Background: an optimization exercise with open tools, aiming at small area, a short achievable clock period and few clock cycles per item. Do not read the settings as production practice. RTL that was checked went through simulation tests only; none was proved equivalent to the original. Function not checked in run 6: the RTL went through the layout flow alone.

==> flow/design.v <==
module hbs_sha256 (
    input  wire         clk,
    input  wire         rst_n,
    input  wire         in_valid,
    output wire         in_ready,
    input  wire [31:0]  in_data,
    input  wire         in_last,
    input  wire [1:0]   in_nbytes,
    output wire         out_valid,
    input  wire         out_ready,
    output wire [255:0] out_digest
);
    localparam [255:0] IV = {32'h6a09e667, 32'hbb67ae85, 32'h3c6ef372, 32'ha54ff53a,
                             32'h510e527f, 32'h9b05688c, 32'h1f83d9ab, 32'h5be0cd19};
    localparam [1:0] E_IDLE = 2'd0,    
                     E_RUN  = 2'd1,    
                     E_BND  = 2'd2;    
    reg        buf_full;
    reg [31:0] buf_data;
    reg        buf_last;
    reg [1:0]  buf_nb;
    reg        pad_mode;     
    reg        msg_start;    
    reg [3:0]  widx;         
    reg [31:0] nbytes;       
    reg        pad80;        
    reg        lenhere;      
    wire       avail = pad_mode | buf_full;
    reg [31:0] msg_word;
    always @(*) begin
        msg_word = buf_data;
        if (buf_last) begin
            case (buf_nb)
                2'd1: msg_word = {buf_data[31:24], 8'h80, 16'h0000};
                2'd2: msg_word = {buf_data[31:16], 8'h80, 8'h00};
                2'd3: msg_word = {buf_data[31:8], 8'h80};
                default: msg_word = buf_data;
            endcase
        end
    end
    wire [2:0] buf_bytes = (!buf_last || buf_nb == 2'd0) ? 3'd4 : {1'b0, buf_nb};
    reg [31:0] pad_word;
    always @(*) begin
        if (!pad80)
            pad_word = 32'h80000000;
        else if (widx == 4'd14)
            pad_word = {29'd0, nbytes[31:29]};
        else if (widx == 4'd15 && lenhere)
            pad_word = {nbytes[28:0], 3'b000};
        else
            pad_word = 32'h00000000;
    end
    wire [31:0] src_word = pad_mode ? pad_word : msg_word;
    reg [1:0]  est;
    reg [5:0]  k;            
    reg        bfirst;       
    reg        blast;        
    reg        ovalid;
    reg [31:0] a, b, c, d, e, f, g, h;
    reg [31:0] H0, H1, H2, H3, H4, H5, H6, H7;
    reg [31:0] hkw;
    reg [31:0] wn;
    reg [31:0] W [0:15];
    wire run      = (est == E_RUN);
    wire bnd      = (est == E_BND);
    wire idle     = (est == E_IDLE);
    wire need_src = run && (k != 6'd0) && (k[5:4] == 2'b00);    
    wire stall    = need_src && !avail;
    wire step     = run && !stall;
    wire bnd_go   = bnd && !ovalid;
    wire take     = avail && (need_src || bnd_go || idle);
    wire take_buf = take && !pad_mode;
    assign in_ready   = !buf_full || take_buf;
    assign out_valid  = ovalid;
    assign out_digest = {H0, H1, H2, H3, H4, H5, H6, H7};
    wire [5:0] k_idx = run ? k : 6'd0;
    reg [31:0] k_t;
    always @(*) begin
        case (k_idx)
            6'd0:  k_t = 32'h428a2f98; 6'd1:  k_t = 32'h71374491;
            6'd2:  k_t = 32'hb5c0fbcf; 6'd3:  k_t = 32'he9b5dba5;
            6'd4:  k_t = 32'h3956c25b; 6'd5:  k_t = 32'h59f111f1;
            6'd6:  k_t = 32'h923f82a4; 6'd7:  k_t = 32'hab1c5ed5;
            6'd8:  k_t = 32'hd807aa98; 6'd9:  k_t = 32'h12835b01;
            6'd10: k_t = 32'h243185be; 6'd11: k_t = 32'h550c7dc3;
            6'd12: k_t = 32'h72be5d74; 6'd13: k_t = 32'h80deb1fe;
            6'd14: k_t = 32'h9bdc06a7; 6'd15: k_t = 32'hc19bf174;
            6'd16: k_t = 32'he49b69c1; 6'd17: k_t = 32'hefbe4786;
            6'd18: k_t = 32'h0fc19dc6; 6'd19: k_t = 32'h240ca1cc;
            6'd20: k_t = 32'h2de92c6f; 6'd21: k_t = 32'h4a7484aa;
            6'd22: k_t = 32'h5cb0a9dc; 6'd23: k_t = 32'h76f988da;
            6'd24: k_t = 32'h983e5152; 6'd25: k_t = 32'ha831c66d;
            6'd26: k_t = 32'hb00327c8; 6'd27: k_t = 32'hbf597fc7;
            6'd28: k_t = 32'hc6e00bf3; 6'd29: k_t = 32'hd5a79147;
            6'd30: k_t = 32'h06ca6351; 6'd31: k_t = 32'h14292967;
            6'd32: k_t = 32'h27b70a85; 6'd33: k_t = 32'h2e1b2138;
            6'd34: k_t = 32'h4d2c6dfc; 6'd35: k_t = 32'h53380d13;
            6'd36: k_t = 32'h650a7354; 6'd37: k_t = 32'h766a0abb;
            6'd38: k_t = 32'h81c2c92e; 6'd39: k_t = 32'h92722c85;
            6'd40: k_t = 32'ha2bfe8a1; 6'd41: k_t = 32'ha81a664b;
            6'd42: k_t = 32'hc24b8b70; 6'd43: k_t = 32'hc76c51a3;
            6'd44: k_t = 32'hd192e819; 6'd45: k_t = 32'hd6990624;
            6'd46: k_t = 32'hf40e3585; 6'd47: k_t = 32'h106aa070;
            6'd48: k_t = 32'h19a4c116; 6'd49: k_t = 32'h1e376c08;
            6'd50: k_t = 32'h2748774c; 6'd51: k_t = 32'h34b0bcb5;
            6'd52: k_t = 32'h391c0cb3; 6'd53: k_t = 32'h4ed8aa4a;
            6'd54: k_t = 32'h5b9cca4f; 6'd55: k_t = 32'h682e6ff3;
            6'd56: k_t = 32'h748f82ee; 6'd57: k_t = 32'h78a5636f;
            6'd58: k_t = 32'h84c87814; 6'd59: k_t = 32'h8cc70208;
            6'd60: k_t = 32'h90befffa; 6'd61: k_t = 32'ha4506ceb;
            6'd62: k_t = 32'hbef9a3f7; default: k_t = 32'hc67178f2;
        endcase
    end
    wire [31:0] big_s0 = {a[1:0], a[31:2]} ^ {a[12:0], a[31:13]} ^ {a[21:0], a[31:22]};
    wire [31:0] big_s1 = {e[5:0], e[31:6]} ^ {e[10:0], e[31:11]} ^ {e[24:0], e[31:25]};
    wire [31:0] ch     = (e & f) ^ (~e & g);
    wire [31:0] maj    = (a & b) ^ (a & c) ^ (b & c);
    wire [31:0] x1 = hkw ^ big_s1 ^ ch;
    wire [31:0] y1 = {(hkw[30:0] & big_s1[30:0]) | (hkw[30:0] & ch[30:0]) | (big_s1[30:0] & ch[30:0]), 1'b0};
    wire [31:0] xe = d ^ x1 ^ y1;
    wire [31:0] ye = {(d[30:0] & x1[30:0]) | (d[30:0] & y1[30:0]) | (x1[30:0] & y1[30:0]), 1'b0};
    wire [31:0] e_new = xe + ye;
    wire [31:0] x2 = x1 ^ y1 ^ big_s0;
    wire [31:0] y2 = {(x1[30:0] & y1[30:0]) | (x1[30:0] & big_s0[30:0]) | (y1[30:0] & big_s0[30:0]), 1'b0};
    wire [31:0] x3 = x2 ^ y2 ^ maj;
    wire [31:0] y3 = {(x2[30:0] & y2[30:0]) | (x2[30:0] & maj[30:0]) | (y2[30:0] & maj[30:0]), 1'b0};
    wire [31:0] a_new = x3 + y3;
    wire [255:0] base = bfirst ? IV : {H0, H1, H2, H3, H4, H5, H6, H7};
    wire [31:0] n0 = base[255:224] + a;
    wire [31:0] n1 = base[223:192] + b;
    wire [31:0] n2 = base[191:160] + c;
    wire [31:0] n3 = base[159:128] + d;
    wire [31:0] n4 = base[127:96]  + e;
    wire [31:0] n5 = base[95:64]   + f;
    wire [31:0] n6 = base[63:32]   + g;
    wire [31:0] n7 = base[31:0]    + h;
    wire [31:0] sm_s0 = {W[2][6:0], W[2][31:7]} ^ {W[2][17:0], W[2][31:18]} ^ (W[2] >> 3);
    wire [31:0] sm_s1 = {W[15][16:0], W[15][31:17]} ^ {W[15][18:0], W[15][31:19]} ^ (W[15] >> 10);
    wire [31:0] w_next = sm_s1 + W[10] + sm_s0 + W[1];
    wire        use_src = !run || need_src;
    wire [31:0] w_cur   = use_src ? src_word : wn;
    wire [31:0] ha = msg_start ? (run ? 32'd0 : IV[31:0]) : (bnd ? base[31:0] : 32'd0);
    wire [31:0] hb = run ? g : (msg_start ? 32'd0 : h);
    wire [31:0] hkw_next = ha + hb + k_t + w_cur;
    wire adv = step || (take && !run);    
    integer i;
    always @(posedge clk) begin
        if (!rst_n) begin
            buf_full  <= 1'b0;
            pad_mode  <= 1'b0;
            msg_start <= 1'b1;
            widx      <= 4'd0;
            nbytes    <= 32'd0;
            pad80     <= 1'b0;
            lenhere   <= 1'b0;
            est       <= E_IDLE;
            k         <= 6'd0;
            bfirst    <= 1'b0;
            blast     <= 1'b0;
            ovalid    <= 1'b0;
        end else begin
            if (in_ready)
                buf_full <= in_valid;
            if (take) begin
                widx <= widx + 4'd1;
                if (widx == 4'd15)
                    blast <= pad_mode && lenhere;
                if (!pad_mode) begin
                    msg_start <= 1'b0;
                    nbytes    <= nbytes + {29'd0, buf_bytes};
                    if (buf_last) begin
                        pad_mode <= 1'b1;
                        pad80    <= (buf_bytes != 3'd4);
                    end
                end else begin
                    if (!pad80)
                        pad80 <= 1'b1;
                    else if (widx == 4'd14)
                        lenhere <= 1'b1;
                    if (widx == 4'd15 && lenhere) begin
                        pad_mode  <= 1'b0;
                        msg_start <= 1'b1;
                        nbytes    <= 32'd0;
                        pad80     <= 1'b0;
                        lenhere   <= 1'b0;
                    end
                end
            end
            if (ovalid && out_ready)
                ovalid <= 1'b0;
            case (est)
                E_IDLE: if (take) begin
                    est    <= E_RUN;
                    k      <= 6'd1;
                    bfirst <= msg_start;
                end
                E_RUN: if (step) begin
                    k <= k + 6'd1;
                    if (k == 6'd0)
                        est <= E_BND;
                end
                E_BND: if (bnd_go) begin
                    ovalid <= blast;
                    if (take) begin
                        est    <= E_RUN;
                        k      <= 6'd1;
                        bfirst <= msg_start;
                    end else begin
                        est    <= E_IDLE;
                        bfirst <= 1'b0;
                    end
                end
                default: est <= E_IDLE;
            endcase
        end
    end
    always @(posedge clk) begin
        if (in_ready) begin
            buf_data <= in_data;
            buf_last <= in_last;
            buf_nb   <= in_nbytes;
        end
        if (bnd_go) begin
            H0 <= n0; H1 <= n1; H2 <= n2; H3 <= n3;
            H4 <= n4; H5 <= n5; H6 <= n6; H7 <= n7;
        end
        if (adv) begin
            for (i = 0; i < 15; i = i + 1)
                W[i] <= W[i + 1];
            W[15] <= w_cur;
            wn    <= w_next;
            hkw   <= hkw_next;
        end
        if (step) begin
            h <= g; g <= f; f <= e; e <= e_new;
            d <= c; c <= b; b <= a; a <= a_new;
        end else if ((bnd_go || idle) && take && msg_start) begin
            {a, b, c, d, e, f, g, h} <= IV;
        end else if (bnd_go) begin
            a <= n0; b <= n1; c <= n2; d <= n3;
            e <= n4; f <= n5; g <= n6; h <= n7;
        end
    end
endmodule
==> flow/run.sh <==
#!/bin/bash
# synth_recipe.tcl (not shown) runs the flow's synth.tcl, then flattens the netlist and writes it again
# the make line also repeats each setting of config.mk as NAME=value (left out here)
make -C /OpenROAD-flow-scripts/flow DESIGN_CONFIG=/design/flow/config.mk WORK_HOME=/design/flow/orfs CLKGATE_MAP_FILE= SYNTH_SCRIPT=/design/flow/synth_recipe.tcl finish
==> flow/config.mk <==
export PLATFORM = sky130hd
export DESIGN_NAME = hbs_sha256
export DESIGN_NICKNAME = hbs_sha256
export VERILOG_FILES = /design/flow/design.v
export SDC_FILE = /design/flow/constraint.sdc
export NUM_CORES = 4
export LEC_CHECK = 0
export CAP_MARGIN = 20
export CORE_MARGIN = 2
export CORE_UTILIZATION = 40
export SLEW_MARGIN = 20
==> flow/constraint.sdc <==
create_clock -name core_clock -period 10.0 [get_ports {clk}]
set_input_delay 2.0000 -clock core_clock [delete_from_list [all_inputs] [get_ports {clk}]]
set_output_delay 2.0000 -clock core_clock [all_outputs]
set_load 0.01 [all_outputs]
==> results of run 1 <==
[cells in the mapped netlist (165+ instances only)]
cell      count  share of area, %
a21o_1      174               1.9
a21oi_1     442               3.2
clkbuf_1    247               1.3
edfxtp_1   1091                47
fa_1        256               7.3
ha_1        397               7.1
inv_1       402               2.2
nand2_1     284               1.5
nor2_1      390               2.1
nor2b_1     165               1.5
o21ai_0     270               1.9
xnor2_1     456               5.7
[flip-flops by register name (all words and copies together) (netlist names), 4 cells and up]
register  count
H0           32
H1           32
H2           32
H3           32
H4           32
H5           32
H6           32
H7           32
W           480
a            32
b            32
buf_data     32
c            32
d            32
e            32
f            32
g            32
h            32
hkw          32
k             6
nbytes       32
widx          4
wn           32
[final cells by class]
cell class	instances	area (sq um)	area share [%]
Tap cell	2325	2910	3.63
Multi-Input combinational cell	4317	33800	42.2
Clock inverter	83	810	1.01
Timing Repair Buffer	375	3690	4.61
Clock buffer	158	3550	4.43
Sequential cell	1143	33800	42.2
Inverter	404	1520	1.89
Antenna cell	1	2.50	0.00312
[how the worst min path moves through the flow]
stage / start / endpoint / slack [ns] / cells after the start
floorplan: W[11][0] / W[10][0] / 0.40 / 0
global placement: W[6][8] / W[5][8] / 0.40 / 0
detailed placement: W[11][12] / W[10][12] / 0.40 / 0
CTS: W[14][23] / W[13][23] / 0.41 / 0
global route: W[6][22] / W[5][22] / 0.41 / 0
finish: W[6][22] / W[5][22] / 0.41 / 0
[logic make-up (layout without fill, tap and decap cells)]
logic type | Yosys count | in the layout | share of synthesized area [%]
flops | 1143 | 1143 | 48.2
simple gates | 1396 | 1396 | 9.90
mux | 39 | 39 | 0.605
xor+xnor | 612 | 612 | 7.64
other cells | 0 | 1 | 0
fa+ha+maj | 685 | 685 | 14.8
buf+inv | 681 | 1020 | 3.71
compound gates | 1585 | 1585 | 15.1
[through the flow]
stage          hold WS (ns)  utilization, %
4_1_cts               0.411            46.0
3_3_place_gp          0.401            43.5
5_1_grt               0.411            46.0
3_5_place_dp          0.405            43.5
2_1_floorplan         0.400               -
6_report              0.407            46.0
[placed cells by master, fill, tap and decap left out, types with 111 or more instances in the layout]
cell,instances
clkbuf_16,137
o21ai_0,266
inv_1,402
fa_1,256
nor2_1,388
edfxtp_1,1091
a21oi_1,441
xnor2_1,456
xor2_1,156
clkdlybuf4s50_1,296
or2_2,132
nor2b_1,164
o22a_1,111
nand2_1,280
ha_1,397
a21o_1,174
[per-layer routing]
| layer | track usage (%) | wire (um) |
|---|---|---|
| met1 | 34.1 | 98600 |
| met3 | 4.29 | 15500 |
| met4 | 12.7 | 12800 |
| met2 | 47.2 | 124000 |
| met5 | 0 | 13 |
==> impl_metrics.csv, run 1 <==
group,metric,value,unit
clock_network,cts_buffers,133,
clock_network,cts_resized,0,
logic_synthesis,synth_nets,6833,
worst_setup_path,rrSetupSlack,2.32,ns
logic_synthesis,synth_cell_types,99,
floorplan,die_h,423,um
floorplan,io_pins,297,
clock_network,cts_setup_buffers,0,
worst_hold_path,hold_path_class,"reg2reg",
drt,ant_nets,0,
floorplan,dieArea,179000,sq um
sta,slew_viol_final,0,
layout,synthToLayoutAreaGrowth,14.2,%
worst_setup_path,crit_path_cell_trace,"nor2b_4 -> nand2_1 -> inv_1 -> ha_1 -> nand2_1 -> and3_1 -> a211oi_1 -> a311oi_1 -> a21oi_1 -> fa_1 -> fa_1 -> ha_1 -> fa_1 -> a211oi_1 -> o21ai_1 -> a31o_2 -> a31o_1 -> o31a_1 -> a221oi_2 -> nor4b_2 -> o31ai_1 -> a21oi_1 -> o21bai_1 -> xnor2_1",
worst_setup_path,crit_start,"est[0]",
worst_setup_path,crit_end,"hkw[31]",
place,post-dp-hpwl,187000,um
logic_synthesis,async_reset_ff_share,0,%
outcome,status,"no timing/DRC/antenna violations",
logic_synthesis,synth_warnings,2,
worst_setup_path,path_depth,24,
worst_setup_path,cp_num_buf_inv,1,
sta,slew_headroom,27.9,%
logic_synthesis,syn_area_per_cell,11.4,sq um
sta,fin_crit_sh,76.8,%
drt,drt_wl_total,251000,um
worst_setup_path,path_max_fanout,16,
global_route,antenna_found_initial,6,
drt,wire_per_inst,28.5,um
clock_network,path_clk_slew,0.06,ns
worst_setup_path,cp_data_arrival_time,8.18,ns
clock_network,clock_latency,0.78,ns
floorplan,start_util,40.3,%
sta,fmax,130,MHz
layout,nNetsFinal,7066,
sta,setup_viol,0,
place,port_buffers,296,
global_route,grt_usage,27.6,%
worst_setup_path,critical_path.slowest_cell,"ha_1",
worst_setup_path,crit-reg2reg-launch,"est[0]",
floorplan,rows,153,
worst_setup_path,crit_family,"compound AO/OA/AOI/OAI gates",
floorplan,coreArea,174000,sq um
global_route,grt_max_degree,202,
layout,drive_above_1_share,7.44,%
drt,drtIter0Drc,4848,
worst_setup_path,r2r_end,"hkw[31]",
drt,viasPerCell,5.72,
clock_network,clockBufferDepth,3,
drt,dr.pass1.iters,6,
logic_synthesis,ys_seq_area_share,48.2,%
sta,hold_viol_final,0,
logic_synthesis,syn_inst,6141,
clock_network,cts-root-buf,"clkbuf_16",
floorplan,die_x,423,um
clock_network,holdBufCountCts,0,
worst_setup_path,start_kind,"flop",
place,placed_area,75700,sq um
clock_network,cts_tree,"done",
layout,finalNonFillerCells,8806,
logic_synthesis,synthesis.area,70100,sq um
clock_network,ctsHtreeMaxLevel,4,
place,place_ws,2.35,ns
sta,rsz0062_at_grt,"false",
drt,drc,0,
worst_setup_path,endpoint_kind,"flop",
sta,worst_pin_slew,1.08,ns
sta,setup_tns,0,ns
worst_setup_path,crit_top_cell,"fa_1",
worst_setup_path,crit_type,"reg2reg",
layout,fin_area,80100,sq um
sta,min_period,7.68,ns
logic_synthesis,synth_seq_cells,1143,
worst_setup_path,cpPeakStageDelay,0.59,ns
global_route,grt_pass1_wl,356000,um
worst_setup_path,crit_required,10.50,ns
flow_run,max_cap_viol_count,0,
place,gp_congestion,0.965,
sta,clock_skew,0.0287,ns
global_route,grt_pass1_vias,49600,
global_route,overflow,0,
clock_network,clock-sinks,1143,
worst_setup_path,r2r_cells,24,
logic_synthesis,synth_ff_type,"edfxtp_1",
sta,setup_ws,2.32,ns
layout,fillers,15900,
drt,vias,50400,
logic_synthesis,synth_edf_count,1091,
place,placed_cells,8563,
Testbench counts, summed over its fixed seeds: cycles 65,479, bytes 56,871.
==> run 2, diff against run 1 <==
--- a/flow/design.v
+++ b/flow/design.v
@@ -58,5 +58,4 @@
     reg        ovalid;
     reg [31:0] a, b, c, d, e, f, g, h;
-    reg [31:0] H0, H1, H2, H3, H4, H5, H6, H7;
     reg [31:0] hkw;
     reg [31:0] wn;
@@ -66,13 +65,15 @@
     wire idle     = (est == E_IDLE);
     wire need_src = run && (k != 6'd0) && (k[5:4] == 2'b00);    
-    wire stall    = need_src && !avail;
+    wire hwait    = run && (k == 6'd62) && ovalid;                
+    wire stall    = (need_src && !avail) || hwait;
     wire step     = run && !stall;
-    wire bnd_go   = bnd && !ovalid;
+    wire bnd_go   = bnd;
+    wire hadd     = bnd || (step && (k == 6'd62 || k == 6'd63 || k == 6'd0));
     wire take     = avail && (need_src || bnd_go || idle);
     wire take_buf = take && !pad_mode;
     assign in_ready   = !buf_full || take_buf;
     assign out_valid  = ovalid;
-    assign out_digest = {H0, H1, H2, H3, H4, H5, H6, H7};
-    wire [5:0] k_idx = run ? k : 6'd0;
+    assign out_digest = {qa3, qa2, qa1, qa0, qe3, qe2, qe1, qe0};
+    wire [5:0] k_idx = k;    
     reg [31:0] k_t;
     always @(*) begin
@@ -126,13 +127,16 @@
     wire [31:0] y3 = {(x2[30:0] & y2[30:0]) | (x2[30:0] & maj[30:0]) | (y2[30:0] & maj[30:0]), 1'b0};
     wire [31:0] a_new = x3 + y3;
-    wire [255:0] base = bfirst ? IV : {H0, H1, H2, H3, H4, H5, H6, H7};
-    wire [31:0] n0 = base[255:224] + a;
-    wire [31:0] n1 = base[223:192] + b;
-    wire [31:0] n2 = base[191:160] + c;
-    wire [31:0] n3 = base[159:128] + d;
-    wire [31:0] n4 = base[127:96]  + e;
-    wire [31:0] n5 = base[95:64]   + f;
-    wire [31:0] n6 = base[63:32]   + g;
-    wire [31:0] n7 = base[31:0]    + h;
+    reg [31:0] qa0, qa1, qa2, qa3, qe0, qe1, qe2, qe3;
+    reg [31:0] iva, ive;
+    always @(*) begin
+        case (bnd ? 2'b01 : k[1:0])
+            2'b10:   begin iva = IV[159:128]; ive = IV[31:0];  end   
+            2'b11:   begin iva = IV[191:160]; ive = IV[63:32]; end   
+            2'b00:   begin iva = IV[223:192]; ive = IV[95:64]; end   
+            default: begin iva = IV[255:224]; ive = IV[127:96]; end  
+        endcase
+    end
+    wire [31:0] sum_a = (bfirst ? iva : qa0) + a;
+    wire [31:0] sum_e = (bfirst ? ive : qe0) + e;
     wire [31:0] sm_s0 = {W[2][6:0], W[2][31:7]} ^ {W[2][17:0], W[2][31:18]} ^ (W[2] >> 3);
     wire [31:0] sm_s1 = {W[15][16:0], W[15][31:17]} ^ {W[15][18:0], W[15][31:19]} ^ (W[15] >> 10);
@@ -140,7 +144,6 @@
     wire        use_src = !run || need_src;
     wire [31:0] w_cur   = use_src ? src_word : wn;
-    wire [31:0] ha = msg_start ? (run ? 32'd0 : IV[31:0]) : (bnd ? base[31:0] : 32'd0);
-    wire [31:0] hb = run ? g : (msg_start ? 32'd0 : h);
-    wire [31:0] hkw_next = ha + hb + k_t + w_cur;
+    wire [31:0] hsel = run ? g : (msg_start ? IV[31:0] : (bnd ? qe1 : h));
+    wire [31:0] hkw_next = hsel + k_t + w_cur;
     wire adv = step || (take && !run);    
     integer i;
@@ -196,7 +199,8 @@
                 end
                 E_RUN: if (step) begin
-                    k <= k + 6'd1;
                     if (k == 6'd0)
                         est <= E_BND;
+                    else
+                        k <= k + 6'd1;
                 end
                 E_BND: if (bnd_go) begin
@@ -221,7 +225,7 @@
             buf_nb   <= in_nbytes;
         end
-        if (bnd_go) begin
-            H0 <= n0; H1 <= n1; H2 <= n2; H3 <= n3;
-            H4 <= n4; H5 <= n5; H6 <= n6; H7 <= n7;
+        if (hadd) begin
+            qa0 <= qa1; qa1 <= qa2; qa2 <= qa3; qa3 <= sum_a;
+            qe0 <= qe1; qe1 <= qe2; qe2 <= qe3; qe3 <= sum_e;
         end
         if (adv) begin
@@ -238,6 +242,6 @@
             {a, b, c, d, e, f, g, h} <= IV;
         end else if (bnd_go) begin
-            a <= n0; b <= n1; c <= n2; d <= n3;
-            e <= n4; f <= n5; g <= n6; h <= n7;
+            a <= sum_a; b <= qa3; c <= qa2; d <= qa1;
+            e <= sum_e; f <= qe3; g <= qe2; h <= qe1;
         end
     end
--- a/flow/config.mk
+++ b/flow/config.mk
@@ -8,4 +8,6 @@
 export CAP_MARGIN = 20
 export CORE_MARGIN = 2
-export CORE_UTILIZATION = 40
+export CORE_UTILIZATION = 55
+export PLACE_DENSITY = 0.7
+export SETUP_SLACK_MARGIN = 5
 export SLEW_MARGIN = 20
==> impl_metrics.csv, run 2 <==
group,metric,value,unit
sta,holdWs,0.395,ns
sta,setup_ws,4.77,ns
clock_network,ctsHtreeMaxLevel,3,
logic_synthesis,syn_area_per_cell,12.4,sq um
layout,synthToLayoutAreaGrowth,18.4,%
worst_setup_path,start_kind,"flop",
layout,largest_reg_flops,480,
logic_synthesis,synth-xor-area-share,6.71,%
floorplan,start_util,55.6,%
clock_network,clockBufferDepth,3,
global_route,grt_max_degree,196,
drt,vias,42400,
place,placed_area,65100,sq um
sta,slew_headroom,24.7,%
logic_synthesis,post-synth-top-area-cell,"edfxtp_1",
place,gp_congestion,1.01,
logic_synthesis,synth_edf_count,1059,
floorplan,die_h,337,um
layout,drive_above_1_share,13.1,%
floorplan,coreArea,109000,sq um
drt,drt_wl_total,194000,um
logic_synthesis,synth-simple-area-share,6.41,%
drt,ant_nets,0,
worst_hold_path,hold_path_class,"reg2reg",
global_route,grt_pass1_wl,277000,um
clock_network,clock_latency,0.77,ns
place,placed_cells,6457,
outcome,status,"no timing/DRC/antenna violations",
worst_setup_path,path_max_fanout,6,
sta,fmax,191,MHz
sta,hold_viol_final,0,
layout,fillers,8265,
logic_synthesis,synth_top_area_share,52.3,%
sta,setup_viol,0,
logic_synthesis,synth_nets,5367,
worst_setup_path,crit_type,"reg2reg",
sta,worst_pin_slew,1.13,ns
logic_synthesis,synth_cell_types,83,
global_route,grt_usage,33.8,%
logic_synthesis,synthesis.area,60800,sq um
clock_network,path_clk_slew,0.06,ns
drt,wire_per_inst,28.4,um
layout,nNetsFinal,5739,
global_route,antenna_found_initial,2,
logic_synthesis,synth_warnings,2,
layout,fin_area,72000,sq um
drt,drtIter0Drc,4792,
layout,finalNonFillerCells,6838,
worst_setup_path,cp_data_arrival_time,5.63,ns
worst_setup_path,crit_required,10.40,ns
logic_synthesis,ys_seq_area_share,56.1,%
place,post-dp-hpwl,139000,um
floorplan,dieArea,113000,sq um
sta,slew_viol_final,0,
layout,sequential_cell_area,34100,sq um
logic_synthesis,synth_top_cells_by_area,"edfxtp_1 (52%), fa_1 (6.3%), ha_1 (5.0%)",
floorplan,die_x,337,um
drt,viasPerCell,6.20,
worst_setup_path,cpPeakStageDelay,0.62,ns
logic_synthesis,synth_compound_area_share,13.7,%
layout,multiInputGateArea,26100,sq um
clock_network,cts_tree,"done",
floorplan,io_pins,297,
global_route,grt_pass1_vias,40800,
sta,clock_skew,0.0900,ns
logic_synthesis,yosysMostFrequentCell,"edfxtp_1",
layout,utilization,65.9,%
global_route,overflow,0,
sta,min_period,5.23,ns
drt,dr.pass1.iters,8,
logic_synthesis,synth_fa_ha_area_share,11.9,%
sta,setup_tns,0,ns
logic_synthesis,async_reset_ff_share,0,%
logic_synthesis,synth_ff_type,"edfxtp_1",
clock_network,holdBufCountCts,0,
floorplan,rows,121,
worst_setup_path,critical_path.slowest_cell,"fa_1",
drt,drc,0,
layout,final_cell_mix,"edfxtp_1 (1,059), inv_1 (311), a21oi_1 (295), clkdlybuf4s50_1 (295)",
sta,fin_crit_sh,52.3,%
layout,largest_register,"W",
logic_synthesis,syn_inst,4891,
sta,rsz0062_at_grt,"true",
clock_network,cts_buffers,119,
logic_synthesis,synth_common_cells,"edfxtp_1 (1,059), inv_1 (320), a21oi_1 (310), xnor2_1 (309), nand2_1 (287)",
logic_synthesis,synth_seq_cells,1175,
worst_setup_path,endpoint_kind,"flop",
place,place_ws,3.75,ns
logic_synthesis,synth_top_family_by_area,"compound AO/OA/AOI/OAI gates",
worst_setup_path,crit_path_cell_trace,"buf_4 -> buf_4 -> xnor2_1 -> xnor2_1 -> fa_2 -> ha_4 -> o21bai_1 -> fa_1 -> ha_4 -> a21oi_2 -> o21ai_2 -> a221oi_4 -> a211oi_2 -> or3_4 -> a211oi_2 -> nor3_1 -> a21oi_1 -> xor2_1 -> a2bb2oi_1",
clock_network,cts-root-buf,"clkbuf_16",
layout,n_antenna_cell,0,
place,port_buffers,296,
flow_run,max_cap_viol_count,0,
logic_synthesis,synthMuxAreaShare,1.53,%
clock_network,clock-sinks,1175,
layout,layout_commonest_cell,"edfxtp_1",
==> run 2: repair_timing <==
item	in CTS	in global routing
setup buffers	86	68
pin swaps	56	93
endpoints found under the setup margin	191	75
resized for setup	144	201
gates cloned	3	3
==> run 2: layer usage <==
layer | vias up | track usage [%] | wire, um
met5 | - | 0 | 0
met4 | 0 | 15.8 | 10600
met2 | 2192 | 53.5 | 90500
met1 | 21200 | 45.6 | 76600
met3 | 431 | 5.76 | 16800
li1 | 18600 | - | -
==> run 2: worst paths after layout <==
kind               end       from  slack [ns]  cells after the start
min reg2reg  W[13][18]  W[14][18]        0.40                      0
min          W[13][18]  W[14][18]        0.40                      0
max              a[30]      e[12]        4.77                     19
max reg2reg      a[30]      e[12]        4.77                     19
==> run 2: kinds of logic after synthesis <==
group,Yosys count
muxes,87
DFF,1175
AOI/OAI and AO/OA,1254
xor gates and xnor gates,466
adders and majority gates,468
and+or+nand+nor,869
buffers and inverters,572
==> run 2: layout make-up <==
cell class	instances	area share, %
Clock buffer	151	4.34
Clock inverter	69	1.12
Inverter	326	1.70
Multi-Input combinational cell	3145	36.3
Sequential cell	1175	47.4
Tap cell	1476	2.56
Timing Repair Buffer	496	6.58
==> run 2: critical path: cells and delay by family (launching register included) <==
family,cells,cell delay (ns)
adders and majority gates,4,1.63
AOI/OAI and AO/OA,8,1.44
xor gates and xnor gates,3,0.63
and+or+nand+nor,2,0.48
DFF,1,0.42
buffers and inverters,2,0.31
Testbench counts of run 2, summed over its fixed seeds: cycles 65,479, bytes 56,871.
==> run 3, diff against run 2 <==
--- a/flow/config.mk
+++ b/flow/config.mk
@@ -8,6 +8,7 @@
 export CAP_MARGIN = 20
 export CORE_MARGIN = 2
-export CORE_UTILIZATION = 55
-export PLACE_DENSITY = 0.7
+export CORE_UTILIZATION = 40
+export CTS_BUF_LIST = sky130_fd_sc_hd__clkbuf_4 sky130_fd_sc_hd__clkbuf_8
+export CTS_CLUSTER_SIZE = 30
 export SETUP_SLACK_MARGIN = 5
 export SLEW_MARGIN = 20
==> impl_metrics.csv, run 3 <==
group,metric,value,unit
floorplan,rows,143,
global_route,grt_pass1_wl,288000,um
worst_hold_path,min_to,"W[2][20]",
drt,dr.pass1.iters,7,
global_route,antenna_found_initial,5,
layout,nNetsFinal,5851,
worst_setup_path,crit-reg2reg-launch,"e[26]",
drt,ant_nets,0,
logic_synthesis,async_reset_ff_share,0,%
logic_synthesis,synth_top_area_share,52.3,%
worst_setup_path,crit_required,10.63,ns
sta,setup_ws,4.74,ns
clock_network,holdBufCountCts,0,
logic_synthesis,synth_top_cells_by_area,"edfxtp_1 (52%), fa_1 (6.3%), ha_1 (5.0%)",
worst_setup_path,path_max_fanout,3,
logic_synthesis,synth_ff_type,"edfxtp_1",
clock_network,cts-root-buf,"clkbuf_8",
sta,clock_skew,0.0471,ns
worst_setup_path,crit_family,"adder cells",
logic_synthesis,synth_common_cells,"edfxtp_1 (1,059), inv_1 (320), a21oi_1 (310), xnor2_1 (309), nand2_1 (287)",
drt,drt_wl_total,201000,um
clock_network,clockBufferDepth,3,
sta,min_period,5.26,ns
clock_network,clock-sinks,1175,
clock_network,path_clk_slew,0.07,ns
sta,worst_pin_slew,1.19,ns
sta,fmax,190,MHz
drt,viasPerCell,5.57,
logic_synthesis,synth_edf_count,1059,
layout,layout_commonest_cell,"edfxtp_1",
clock_network,ctsHtreeMaxLevel,4,
worst_setup_path,cpPeakStageDelay,0.58,ns
worst_setup_path,critical_path.slowest_cell,"fa_2",
outcome,status,"no timing/DRC/antenna violations",
sta,fin_crit_sh,52.6,%
layout,largest_reg_flops,480,
drt,wire_per_inst,26.5,um
sta,slew_viol_final,0,
global_route,overflow,0,
floorplan,die_h,394,um
clock_network,cts_tree,"done",
logic_synthesis,syn_inst,4891,
layout,largest_register,"W",
logic_synthesis,synth_cell_types,83,
worst_setup_path,crit_type,"reg2reg",
layout,final_cell_mix,"edfxtp_1 (1,059), inv_1 (307), clkdlybuf4s50_1 (295)",
global_route,grt_usage,25.2,%
worst_hold_path,hold_path_class,"reg2reg",
worst_hold_path,whs_path_depth,0,
sta,hold_viol_final,0,
worst_setup_path,cp_num_buf_inv,4,
logic_synthesis,synth_warnings,2,
place,gp_congestion,0.924,
sta,setup_tns,0,ns
place,post-dp-hpwl,143000,um
worst_setup_path,cp_data_arrival_time,5.89,ns
layout,synthToLayoutAreaGrowth,20.5,%
clock_network,clock_latency,0.92,ns
logic_synthesis,post-synth-top-area-cell,"edfxtp_1",
floorplan,start_util,40.1,%
drt,vias,42200,
worst_setup_path,rrSetupSlack,4.74,ns
place,placed_area,65900,sq um
floorplan,dieArea,155000,sq um
worst_setup_path,r2r_end,"a[31]",
logic_synthesis,synth_nets,5367,
logic_synthesis,ys_seq_area_share,56.1,%
layout,fin_area,73300,sq um
global_route,grt_pass1_vias,41500,
sta,setup_viol,0,
floorplan,die_x,394,um
sta,slew_headroom,20.7,%
logic_synthesis,synthesis.area,60800,sq um
clock_network,cts_buffers,202,
worst_hold_path,min_from,"W[3][20]",
worst_setup_path,start_kind,"flop",
place,port_buffers,296,
layout,drive_above_1_share,16.1,%
global_route,grt_max_degree,168,
worst_setup_path,crit_path_cell_trace,"buf_6 -> xnor2_4 -> xnor2_2 -> fa_2 -> ha_4 -> xor2_2 -> fa_1 -> inv_2 -> ha_4 -> inv_2 -> fa_2 -> nor2b_4 -> o31ai_4 -> a31oi_4 -> a311oi_4 -> buf_4 -> o211ai_1 -> nand4_1 -> a21boi_2 -> a31oi_1 -> xnor2_1 -> o2bb2ai_1",
worst_setup_path,endpoint_kind,"flop",
logic_synthesis,syn_area_per_cell,12.4,sq um
flow_run,max_cap_viol_count,0,
logic_synthesis,synth_seq_cells,1175,
place,place_ws,3.36,ns
worst_setup_path,r2r_cells,22,
sta,rsz0062_at_grt,"true",
floorplan,io_pins,297,
floorplan,coreArea,152000,sq um
drt,drc,0,
logic_synthesis,yosysMostFrequentCell,"edfxtp_1",
drt,drtIter0Drc,4170,
==> run 3: cell counts after synthesis <==
No cell type changed its count.
==> run 3: final cells by class <==
class | instances | area (sq um)
diodes | 2 | 5.00
clock buffers | 277 | 3410
clock inverters | 91 | 792
fillers | 13600 | 78300
inverters | 326 | 1220
multi-input cells | 3146 | 26300
flip-flops and latches | 1175 | 34100
well taps | 2030 | 2540
repair buffers | 524 | 4900
==> run 3: repair_timing <==
action                                  CTS  global route
buffers inserted                         60           109
endpoints found under the setup margin  181           113
gates resized for setup                 180           183
pin swaps                                77            97
cloned                                    3             1
==> run 3: cell families after synthesis <==
group	Yosys count	synth area share, %
and+or+nand+nor	869	6.41
AOI/OAI and AO/OA	1254	13.7
xor gates and xnor gates	466	6.71
adders and majority gates	468	11.9
DFF	1175	56.1
buffers and inverters	572	3.66
muxes	87	1.53
==> run 3: per-layer routing <==
layer | part of all wire, % | global-route usage (%) | vias to the layer above
met5 | 0.0060 | 0 | -
met4 | 4.7 | 10.9 | 2
met3 | 6.4 | 4.26 | 350
met2 | 48 | 41.2 | 1693
met1 | 41 | 33.0 | 21300
li1 | - | - | 18900
==> run 3: per-stage QoR <==
stage,std cells,hold WS (ns),util (%)
final,7571,0.400,48.3
after global routing,7570,0.412,48.3
after CTS,7459,0.395,47.2
after detailed placement,7028,0.405,43.5
after global placement,7027,0.401,43.5
after floorplan,4891,0.400,-
==> run 3: worst max path at each step <==
stage | startpoint | to | slack [ns] | cells after the start
after detailed placement | est[1] | a[28] | 3.36 | 17
after global routing | e[26] | a[31] | 4.62 | 22
after CTS | e[26] | a[21] | 4.60 | 20
after global placement | est[1] | a[28] | 3.42 | 17
after floorplan | k[0] | qa0[0] | 3.82 | 10
final | e[26] | a[31] | 4.74 | 22
==> run 4, diff against run 3 <==
--- a/flow/config.mk
+++ b/flow/config.mk
@@ -9,6 +9,5 @@
 export CORE_MARGIN = 2
 export CORE_UTILIZATION = 40
-export CTS_BUF_LIST = sky130_fd_sc_hd__clkbuf_4 sky130_fd_sc_hd__clkbuf_8
-export CTS_CLUSTER_SIZE = 30
 export SETUP_SLACK_MARGIN = 5
 export SLEW_MARGIN = 20
+export TNS_END_PERCENT = 5
==> impl_metrics.csv, run 4 <==
group,metric,value,unit
logic_synthesis,ys_seq_area_share,56.1,%
worst_setup_path,cp_num_buf_inv,6,
place,port_buffers,296,
worst_setup_path,cpPeakStageDelay,0.64,ns
logic_synthesis,synth_nets,5367,
global_route,grt_usage,24.8,%
logic_synthesis,yosysMostFrequentCell,"edfxtp_1",
layout,synthToLayoutAreaGrowth,18.6,%
layout,n_antenna_cell,0,
logic_synthesis,synth_seq_cells,1175,
worst_setup_path,crit_family,"buffers and inverters",
layout,drive_above_1_share,11.0,%
sta,worst_pin_slew,1.17,ns
drt,drc,0,
worst_setup_path,crit_required,10.59,ns
sta,holdWs,0.399,ns
worst_setup_path,crit_top_cell,"buf_4",
sta,setup_viol,0,
place,gp_congestion,0.957,
floorplan,rows,143,
drt,vias,41300,
place,post-dp-hpwl,142000,um
logic_synthesis,synth_top_cells_by_area,"edfxtp_1 (52%), fa_1 (6.3%), ha_1 (5.0%)",
clock_network,clock_latency,0.77,ns
drt,viasPerCell,5.62,
layout,final_cell_mix,"edfxtp_1 (1,059), inv_1 (312), a21oi_1 (297)",
global_route,met3_usage,4.06,%
sta,slew_viol_final,0,
worst_setup_path,start_kind,"input port",
layout,fillers,13500,
logic_synthesis,synth_edf_count,1059,
drt,ant_nets,0,
layout,layout_commonest_cell,"edfxtp_1",
floorplan,start_util,40.1,%
layout,largest_register,"W",
sta,min_period,5.26,ns
global_route,grt_pass1_vias,40700,
global_route,busiest_layer,"met2",
worst_setup_path,crit_path_cell_trace,"clkdlybuf4s50_1 -> inv_1 -> buf_4 -> a21o_1 -> buf_4 -> clkinvlp_4 -> ha_1 -> buf_4 -> nand2_1 -> a21oi_1 -> a2111oi_0 -> o22ai_1",
layout,sequential_cell_area,34100,sq um
logic_synthesis,syn_inst,4891,
layout,utilization,47.6,%
logic_synthesis,synth_common_cells,"edfxtp_1 (1,059), inv_1 (320), a21oi_1 (310), xnor2_1 (309), nand2_1 (287)",
worst_setup_path,path_max_fanout,41,
clock_network,cts_buffers,135,
global_route,antenna_found_initial,1,
global_route,grt_util_met2,40.6,%
sta,setup_tns,0,ns
layout,nNetsFinal,5693,
layout,multiInputGateArea,25600,sq um
worst_setup_path,critical_path.slowest_cell,"a2111oi_0",
global_route,overflow,0,
sta,slew_headroom,21.7,%
logic_synthesis,syn_area_per_cell,12.4,sq um
global_route,grt_pass1_wl,282000,um
clock_network,clockBufferDepth,3,
drt,drt_wl_total,197000,um
logic_synthesis,async_reset_ff_share,0,%
floorplan,die_x,394,um
global_route,grt_max_degree,165,
outcome,status,"no timing/DRC/antenna violations",
global_route,met1_usage,32.7,%
clock_network,holdBufCountCts,0,
layout,largest_reg_flops,480,
floorplan,io_pins,297,
clock_network,path_clk_slew,0.06,ns
drt,drtIter0Drc,4216,
logic_synthesis,synth_warnings,2,
logic_synthesis,synth_cell_types,83,
clock_network,cts-root-buf,"clkbuf_16",
logic_synthesis,synth_top_area_share,52.3,%
logic_synthesis,synthesis.area,60800,sq um
logic_synthesis,post-synth-top-area-cell,"edfxtp_1",
sta,rsz0062_at_grt,"true",
clock_network,ctsHtreeMaxLevel,4,
floorplan,dieArea,155000,sq um
worst_setup_path,crit_type,"in2reg",
floorplan,coreArea,152000,sq um
sta,clock_skew,0.0255,ns
drt,dr.pass1.iters,8,
floorplan,die_h,394,um
worst_hold_path,hold_path_class,"reg2reg",
logic_synthesis,synth_ff_type,"edfxtp_1",
flow_run,max_cap_viol_count,0,
sta,fmax,190,MHz
sta,fin_crit_sh,52.6,%
clock_network,cts_tree,"done",
clock_network,clock-sinks,1175,
worst_setup_path,cp_data_arrival_time,5.86,ns
worst_setup_path,endpoint_kind,"flop",
sta,hold_viol_final,0,
drt,wire_per_inst,26.8,um
-- run 4: cell count changes in the layout (fill, tap and decap cells not counted), moves of 16 or more --
cell	before	now
clkbuf_8	212	1
clkbuf_16	0	144
ha_1	212	230
clkinv_1	40	24
buf_4	201	115
clkbuf_4	65	0
clkbuf_1	0	19
xnor2_1	265	284
xnor2_2	37	21
-- run 4: worst register-to-register path, stage by stage, from the launching register on --
cell       delay (ns)
edfxtp_1         0.52
xnor2_4          0.23
xnor2_2          0.26
fa_1             0.51
ha_1             0.31
xor2_1           0.18
fa_1             0.48
inv_2            0.08
ha_4             0.14
inv_2            0.04
fa_2             0.41
nor2b_4          0.15
o31ai_4          0.08
a31oi_4          0.23
a311oi_4         0.13
buf_6            0.15
o211ai_1         0.16
buf_4            0.15
nand4_1          0.13
a21boi_2         0.24
a31oi_1          0.13
xnor2_1          0.17
o2bb2ai_1        0.07
-- run 4: metrics by stage --
step / instance area, sq um / instances / setup WS (ns)
final: 72100 / 7352 / 4.74
after global routing: 72100 / 7352 / 4.60
after CTS: 71400 / 7320 / 4.62
after detailed placement: 65900 / 7021 / 3.45
after global placement: 65900 / 7020 / 3.48
after floorplan: 60900 / 4891 / 3.82
-- run 4: layer usage --
metal	share of wire [%]	wire length [um]
met5	0	0
met4	4.9	9670
met3	6.6	13000
met2	48	93600
met1	41	80600
-- run 4: worst paths after layout --
| kind | start | end | slack [ns] | cells past startpoint |
|---|---|---|---|---|
| max reg2reg | e[26] | a[31] | 4.77 | 22 |
| min | W[12][12] | W[11][12] | 0.40 | 0 |
| max | rst_n | k_t[27] | 4.74 | 12 |
| min reg2reg | W[12][12] | W[11][12] | 0.40 | 0 |
-- run 4: what timing repair did --
action | in CTS | in global routing
setup endpoints to repair | 139 | 100
gates resized for setup | 119 | 104
pin swaps | 46 | 55
setup buffers | 55 | 30
cloned | 2 | 2
-- run 4: logic make-up after synthesis --
family | after synthesis | share of synthesized area (%)
AND/OR/NAND/NOR | 869 | 6.41
multiplexers | 87 | 1.53
adder cells (fa/ha/maj) | 468 | 11.9
flip-flops | 1175 | 56.1
XOR/XNOR | 466 | 6.71
AO/OA/AOI/OAI | 1254 | 13.7
buffers and inverters | 572 | 3.66
-- run 4: final cells by class --
cell class | instances | area share (%)
clock inverters | 80 | 1.10
clock buffers | 162 | 5.04
repair buffers | 434 | 5.86
well taps | 2030 | 3.52
multi-input cells | 3145 | 35.4
flip-flops and latches | 1175 | 47.3
inverters | 326 | 1.71
==> run 5, diff against run 4 <==
--- a/flow/config.mk
+++ b/flow/config.mk
@@ -6,4 +6,5 @@
 export NUM_CORES = 4
 export LEC_CHECK = 0
+export ABC_CLOCK_PERIOD_IN_PS = 4000
 export CAP_MARGIN = 20
 export CORE_MARGIN = 2
@@ -11,3 +12,2 @@
 export SETUP_SLACK_MARGIN = 5
 export SLEW_MARGIN = 20
-export TNS_END_PERCENT = 5
==> impl_metrics.csv, run 5 <==
group,metric,value,unit
logic_synthesis,synth_top_family_by_area,"compound AO/OA/AOI/OAI gates",
sta,clock_skew,0.0366,ns
logic_synthesis,post-synth-top-area-cell,"edfxtp_1",
worst_setup_path,path_max_fanout,3,
logic_synthesis,async_reset_ff_share,0,%
sta,setup_tns,0,ns
floorplan,coreArea,152000,sq um
layout,nNetsFinal,5761,
floorplan,die_h,394,um
sta,worst_pin_slew,1.16,ns
clock_network,ctsHtreeMaxLevel,4,
drt,drc,0,
global_route,grt_util_met2,41.2,%
floorplan,dieArea,155000,sq um
drt,drt_wl_total,200000,um
sta,setup_viol,0,
place,post-dp-hpwl,143000,um
floorplan,die_x,394,um
logic_synthesis,synth_cell_types,83,
worst_setup_path,crit_required,10.48,ns
drt,vias,41800,
logic_synthesis,synth_ff_type,"edfxtp_1",
clock_network,clock_latency,0.77,ns
sta,hold_viol_final,0,
logic_synthesis,synthMuxAreaShare,1.53,%
global_route,grt_max_degree,168,
drt,drtIter0Drc,4286,
logic_synthesis,synth_common_cells,"edfxtp_1 (1,059), inv_1 (320), a21oi_1 (310), xnor2_1 (309), nand2_1 (287)",
worst_hold_path,hold_path_class,"reg2reg",
flow_run,max_cap_viol_count,0,
global_route,grt_pass1_vias,41100,
logic_synthesis,synth_top_cells_by_area,"edfxtp_1 (52%), fa_1 (6.3%), ha_1 (5.0%)",
logic_synthesis,synth_nets,5367,
clock_network,path_clk_slew,0.07,ns
layout,largest_reg_flops,480,
drt,ant_nets,0,
logic_synthesis,synth_top_area_share,52.3,%
place,port_buffers,296,
sta,slew_viol_final,0,
global_route,grt_pass1_wl,287000,um
clock_network,cts-root-buf,"clkbuf_16",
clock_network,cts_tree,"done",
floorplan,rows,143,
worst_setup_path,endpoint_kind,"flop",
clock_network,clock-sinks,1175,
global_route,antenna_found_initial,3,
layout,final_cell_mix,"edfxtp_1 (1,059), inv_1 (309), clkdlybuf4s50_1 (295)",
drt,viasPerCell,5.63,
place,placed_area,65900,sq um
clock_network,clockBufferDepth,3,
layout,n_antenna_cell,0,
global_route,overflow,0,
drt,wire_per_inst,27.0,um
logic_synthesis,synth_warnings,2,
layout,fin_area,73200,sq um
floorplan,start_util,40.1,%
logic_synthesis,synth_edf_count,1059,
logic_synthesis,syn_inst,4891,
sta,rsz0062_at_grt,"true",
sta,slew_headroom,22.9,%
clock_network,holdBufCountCts,0,
sta,min_period,5.22,ns
place,gp_congestion,0.924,
sta,fmax,192,MHz
worst_setup_path,crit_type,"reg2reg",
worst_setup_path,cp_data_arrival_time,5.70,ns
logic_synthesis,synth_fa_ha_area_share,11.9,%
global_route,busiest_layer,"met2",
global_route,met1_usage,33.2,%
logic_synthesis,synth_compound_area_share,13.7,%
sta,fin_crit_sh,52.2,%
global_route,met3_usage,3.66,%
worst_setup_path,start_kind,"flop",
global_route,grt_usage,25.2,%
floorplan,io_pins,297,
layout,drive_above_1_share,13.6,%
logic_synthesis,yosysMostFrequentCell,"edfxtp_1",
layout,largest_register,"W",
outcome,status,"no timing/DRC/antenna violations",
clock_network,cts_buffers,134,
logic_synthesis,synth_seq_cells,1175,
logic_synthesis,syn_area_per_cell,12.4,sq um
layout,synthToLayoutAreaGrowth,20.3,%
layout,layout_commonest_cell,"edfxtp_1",
logic_synthesis,synthesis.area,60800,sq um
drt,dr.pass1.iters,6,
logic_synthesis,synth-simple-area-share,6.41,%
logic_synthesis,ys_seq_area_share,56.1,%
logic_synthesis,synth-xor-area-share,6.71,%
==> run 5: cell counts after synthesis <==
Identical to the previous run, type by type.
==> run 5: cell type report <==
| class | count | area [sq um] |
|---|---|---|
| Timing Repair Buffer | 502 | 4740 |
| Fill cell | 13400 | 78400 |
| Clock buffer | 158 | 3570 |
| Multi-Input combinational cell | 3146 | 26100 |
| Clock inverter | 82 | 875 |
| Tap cell | 2030 | 2540 |
| Sequential cell | 1175 | 34100 |
| Inverter | 326 | 1230 |
==> run 5: through the flow <==
| step | worst slack, ns | std cells | hold slack [ns] | util [%] |
|---|---|---|---|---|
| detailed placement | 3.36 | 7028 | 0.405 | 43.5 |
| global placement | 3.42 | 7027 | 0.401 | 43.5 |
| CTS | 4.62 | 7350 | 0.405 | 47.5 |
| global route | 4.68 | 7419 | 0.412 | 48.3 |
| finish | 4.78 | 7419 | 0.408 | 48.3 |
| floorplan | 3.82 | 4891 | 0.400 | - |
==> run 5: kinds of logic (layout without fill, tap and decap cells) <==
family | Yosys count | in the layout
and+or+nand+nor | 869 | 871
muxes | 87 | 87
xor gates and xnor gates | 466 | 466
adders and majority gates | 468 | 468
AOI/OAI and AO/OA | 1254 | 1254
buffers and inverters | 572 | 1068
DFF | 1175 | 1175
==> run 5: worst max-delay path, stage by stage, from the launching register on <==
cell,delay [ns]
edfxtp_1,0.41
buf_4,0.21
xor2_4,0.21
xnor2_2,0.17
fa_2,0.36
inv_1,0.14
ha_4,0.23
xor2_2,0.17
fa_1,0.45
inv_1,0.07
ha_2,0.18
inv_2,0.04
fa_2,0.41
nor2b_4,0.16
o31ai_4,0.08
a31oi_4,0.27
a311oi_4,0.18
o211ai_1,0.40
nand4_1,0.19
a21boi_2,0.23
a31oi_1,0.13
xnor2_1,0.17
o2bb2ai_1,0.07
==> run 5: timing repair <==
action,4_1_cts,5_1_grt
cloned,3,1
gates resized for setup,176,173
pin swaps,56,92
endpoints found under the setup margin,182,125
buffers inserted,79,68
==> run 5: final timing paths <==
check | start | endpoint | slack, ns | cells past startpoint
min | W[4][0] | W[3][0] | 0.41 | 0
max | e[25] | a[31] | 4.78 | 22
max reg2reg | e[25] | a[31] | 4.78 | 22
min reg2reg | W[4][0] | W[3][0] | 0.41 | 0
==> run 5: per-layer routing <==
metal	wire, um	vias up	part of all wire [%]
met3	12500	389	6.2
met5	0	-	0
li1	-	18700	-
met2	95200	1699	48
met4	10200	0	5.1
met1	82200	21000	41
==> run 6, diff against run 5 <==
--- a/flow/design.v
+++ b/flow/design.v
@@ -117,14 +117,6 @@
     wire [31:0] ch     = (e & f) ^ (~e & g);
     wire [31:0] maj    = (a & b) ^ (a & c) ^ (b & c);
-    wire [31:0] x1 = hkw ^ big_s1 ^ ch;
-    wire [31:0] y1 = {(hkw[30:0] & big_s1[30:0]) | (hkw[30:0] & ch[30:0]) | (big_s1[30:0] & ch[30:0]), 1'b0};
-    wire [31:0] xe = d ^ x1 ^ y1;
-    wire [31:0] ye = {(d[30:0] & x1[30:0]) | (d[30:0] & y1[30:0]) | (x1[30:0] & y1[30:0]), 1'b0};
-    wire [31:0] e_new = xe + ye;
-    wire [31:0] x2 = x1 ^ y1 ^ big_s0;
-    wire [31:0] y2 = {(x1[30:0] & y1[30:0]) | (x1[30:0] & big_s0[30:0]) | (y1[30:0] & big_s0[30:0]), 1'b0};
-    wire [31:0] x3 = x2 ^ y2 ^ maj;
-    wire [31:0] y3 = {(x2[30:0] & y2[30:0]) | (x2[30:0] & maj[30:0]) | (y2[30:0] & maj[30:0]), 1'b0};
-    wire [31:0] a_new = x3 + y3;
+    wire [31:0] e_new = d + hkw + big_s1 + ch;
+    wire [31:0] a_new = hkw + big_s1 + ch + big_s0 + maj;
     reg [31:0] qa0, qa1, qa2, qa3, qe0, qe1, qe2, qe3;
     reg [31:0] iva, ive;
--- a/flow/config.mk
+++ b/flow/config.mk
@@ -6,5 +6,4 @@
 export NUM_CORES = 4
 export LEC_CHECK = 0
-export ABC_CLOCK_PERIOD_IN_PS = 4000
 export CAP_MARGIN = 20
 export CORE_MARGIN = 2
==> impl_metrics.csv, run 6 <==
group,metric,value,unit
clock_network,clock-sinks,1175,
floorplan,rows,143,
layout,largest_reg_flops,480,
global_route,antenna_found_initial,7,
layout,finalNonFillerCells,7401,
logic_synthesis,synthesis.area,61300,sq um
sta,fmax,180,MHz
sta,clock_skew,0.0370,ns
global_route,grt_pass1_wl,294000,um
place,placed_cells,7012,
place,place_ws,3.62,ns
flow_run,max_cap_viol_count,0,
logic_synthesis,synth_warnings,2,
worst_setup_path,crit_required,10.48,ns
global_route,grt_max_degree,209,
layout,largest_register,"W",
place,port_buffers,296,
logic_synthesis,syn_inst,4888,
clock_network,holdBufCountCts,0,
layout,fin_area,73300,sq um
layout,fillers,13500,
sta,setup_tns,0,ns
worst_hold_path,hold_path_class,"reg2reg",
sta,setup_ws,4.45,ns
clock_network,path_clk_slew,0.06,ns
worst_setup_path,endpoint_kind,"flop",
logic_synthesis,synth_seq_cells,1175,
drt,viasPerCell,5.73,
layout,drive_above_1_share,12.6,%
drt,dr.pass1.iters,6,
worst_setup_path,path_max_fanout,3,
logic_synthesis,synth_cell_types,86,
clock_network,cts-root-buf,"clkbuf_16",
layout,layout_commonest_cell,"edfxtp_1",
floorplan,coreArea,152000,sq um
logic_synthesis,synth_nets,5395,
drt,drtIter0Drc,4949,
worst_setup_path,crit_top_cell,"fa_1",
layout,final_cell_mix,"edfxtp_1 (1,059), nand2_1 (313), nor2_1 (309)",
global_route,grt_usage,25.9,%
floorplan,die_x,396,um
logic_synthesis,syn_area_per_cell,12.5,sq um
layout,nNetsFinal,5773,
sta,hold_viol_final,0,
worst_setup_path,start_kind,"flop",
sta,setup_viol,0,
global_route,grt_pass1_vias,41100,
worst_setup_path,critical_path.slowest_cell,"fa_1",
drt,vias,42400,
worst_setup_path,crit_type,"reg2reg",
worst_setup_path,cp_data_arrival_time,6.03,ns
sta,slew_viol_final,0,
sta,worst_pin_slew,1.08,ns
clock_network,cts_buffers,131,
floorplan,die_h,396,um
drt,ant_nets,0,
worst_setup_path,cpPeakStageDelay,0.53,ns
worst_setup_path,crit_path_cell_trace,"xnor2_2 -> xnor2_2 -> fa_1 -> inv_2 -> fa_1 -> inv_1 -> fa_1 -> ha_2 -> inv_2 -> fa_2 -> nor2b_1 -> o21ai_1 -> a21o_1 -> a2111oi_4 -> o211ai_1 -> a311oi_2 -> buf_4 -> and3_4 -> mux2i_1 -> o221ai_1",
outcome,status,"no timing/DRC/antenna violations",
logic_synthesis,synth_common_cells,"edfxtp_1 (1,059), nand2_1 (326), xnor2_1 (318), nor2_1 (317), a21oi_1 (298)",
floorplan,dieArea,156000,sq um
place,post-dp-hpwl,148000,um
layout,n_antenna_cell,0,
floorplan,start_util,40.3,%
sta,min_period,5.55,ns
logic_synthesis,post-synth-top-area-cell,"edfxtp_1",
clock_network,clock_latency,0.78,ns
logic_synthesis,synth_top_area_share,51.9,%
drt,wire_per_inst,27.9,um
logic_synthesis,async_reset_ff_share,0,%
logic_synthesis,synth_edf_count,1059,
floorplan,io_pins,297,
sta,holdWs,0.401,ns
place,gp_congestion,0.956,
logic_synthesis,ys_seq_area_share,55.6,%
clock_network,cts_tree,"done",
logic_synthesis,synth_top_cells_by_area,"edfxtp_1 (52%), fa_1 (8.2%), xnor2_1 (4.5%)",
sta,rsz0062_at_grt,"true",
logic_synthesis,yosysMostFrequentCell,"edfxtp_1",
global_route,overflow,0,
drt,drt_wl_total,206000,um
sta,fin_crit_sh,55.5,%
drt,drc,0,
layout,utilization,48.2,%
sta,slew_headroom,28.0,%
worst_setup_path,rrSetupSlack,4.45,ns
layout,synthToLayoutAreaGrowth,19.5,%
logic_synthesis,synth_ff_type,"edfxtp_1",
clock_network,clockBufferDepth,3,
place,placed_area,66500,sq um
clock_network,ctsHtreeMaxLevel,4,
-- run 6: layout make-up --
| class | count | area, sq um | share of cell area [%] |
|---|---|---|---|
| multi-input combinational | 3208 | 26500 | 36.1 |
| tap | 2030 | 2540 | 3.47 |
| inverter | 247 | 930 | 1.27 |
| clock inverter | 81 | 865 | 1.18 |
| timing repair buffer | 503 | 4890 | 6.67 |
| sequential | 1175 | 34100 | 46.6 |
| clock buffer | 157 | 3460 | 4.72 |
-- run 6: worst paths after layout --
path / from / to / cells past startpoint
min: W[4][21] / W[3][21] / 0
max reg2reg: a[3] / a[31] / 20
max: a[3] / a[31] / 20
min reg2reg: W[4][21] / W[3][21] / 0
-- run 6: cell families (layout without fill, tap and decap cells) --
family	after synthesis	after routing	share of synthesized area, %
muxes	87	87	1.51
buffers and inverters	506	988	3.20
DFF	1175	1175	55.6
and+or+nand+nor	959	960	7.06
xor gates and xnor gates	423	423	6.04
adders and majority gates	499	499	13.1
AOI/OAI and AO/OA	1239	1239	13.4
-- run 6: what timing repair did --
item / in CTS / in global routing
gates cloned: 4 / 4
resized for setup: 135 / 126
setup endpoints to repair: 104 / 47
buffers inserted: 63 / 78
pin swaps: 26 / 49
-- run 6: metal layers --
metal	wire, um	global-route usage [%]
met1	87800	36.6
met2	93800	40.0
met5	0	0
met3	18200	5.37
met4	6720	7.94
-- run 6: worst max-delay path: cells and delay by family (launching register included) --
family	cells	cell delay [ns]
AOI/OAI and AO/OA	6	1.44
xor gates and xnor gates	2	0.40
adders and majority gates	5	2.02
buffers and inverters	4	0.32
DFF	1	0.52
muxes	1	0.22
and+or+nand+nor	2	0.32

static timing again, ports no longer ideal:
The results above use ideal ports. As a check the final layouts listed here were re-extracted and re-timed, cells and wires unchanged.
Step 1 (the two cells are an assumption about what drives the block):
set clk [get_ports {clk}]
set_driving_cell -lib_cell sky130_fd_sc_hd__clkbuf_16 $clk
set_driving_cell -lib_cell sky130_fd_sc_hd__buf_2 [delete_from_list [all_inputs] $clk]
Step 2 adds t to the input delays and takes it off the output delays; t is the mean of the earliest and latest rising clock arrival at the registers after step 1. Input paths then give back, and output paths get back, about the clock's delay inside the block.
Three values: ideal, step 1, step 2; two values: the first two.
run | t, ns | setup WS [ns] | slew at the worst register clock pin (ns) | worst data-port slew with drivers (ns) | cell pins on the clock port's net
run 1 | 0.857 | 2.316 / 2.316 / 2.316 | 0.07 / 0.07 | 0.04 | 1
run 2 | 0.806 | 4.769 / 4.769 / 4.254 | 0.07 / 0.07 | 0.11 | 1
run 3 | 0.974 | 4.736 / 4.736 / 4.149 | 0.07 / 0.07 | 0.05 | 1
run 4 | 0.849 | 4.737 / 4.767 / 3.947 | 0.07 / 0.07 | 0.05 | 1
run 5 | 0.839 | 4.782 / 4.782 / 4.340 | 0.07 / 0.07 | 0.05 | 1
run 6 | 0.843 | 4.450 / 4.450 / 4.343 | 0.07 / 0.07 | 0.03 | 1
After both steps setup and hold are still met in every run listed. For run 4, which loses most, drivers alone change the setup slack by +0.030 ns; drivers and shift together by -0.790 ns.
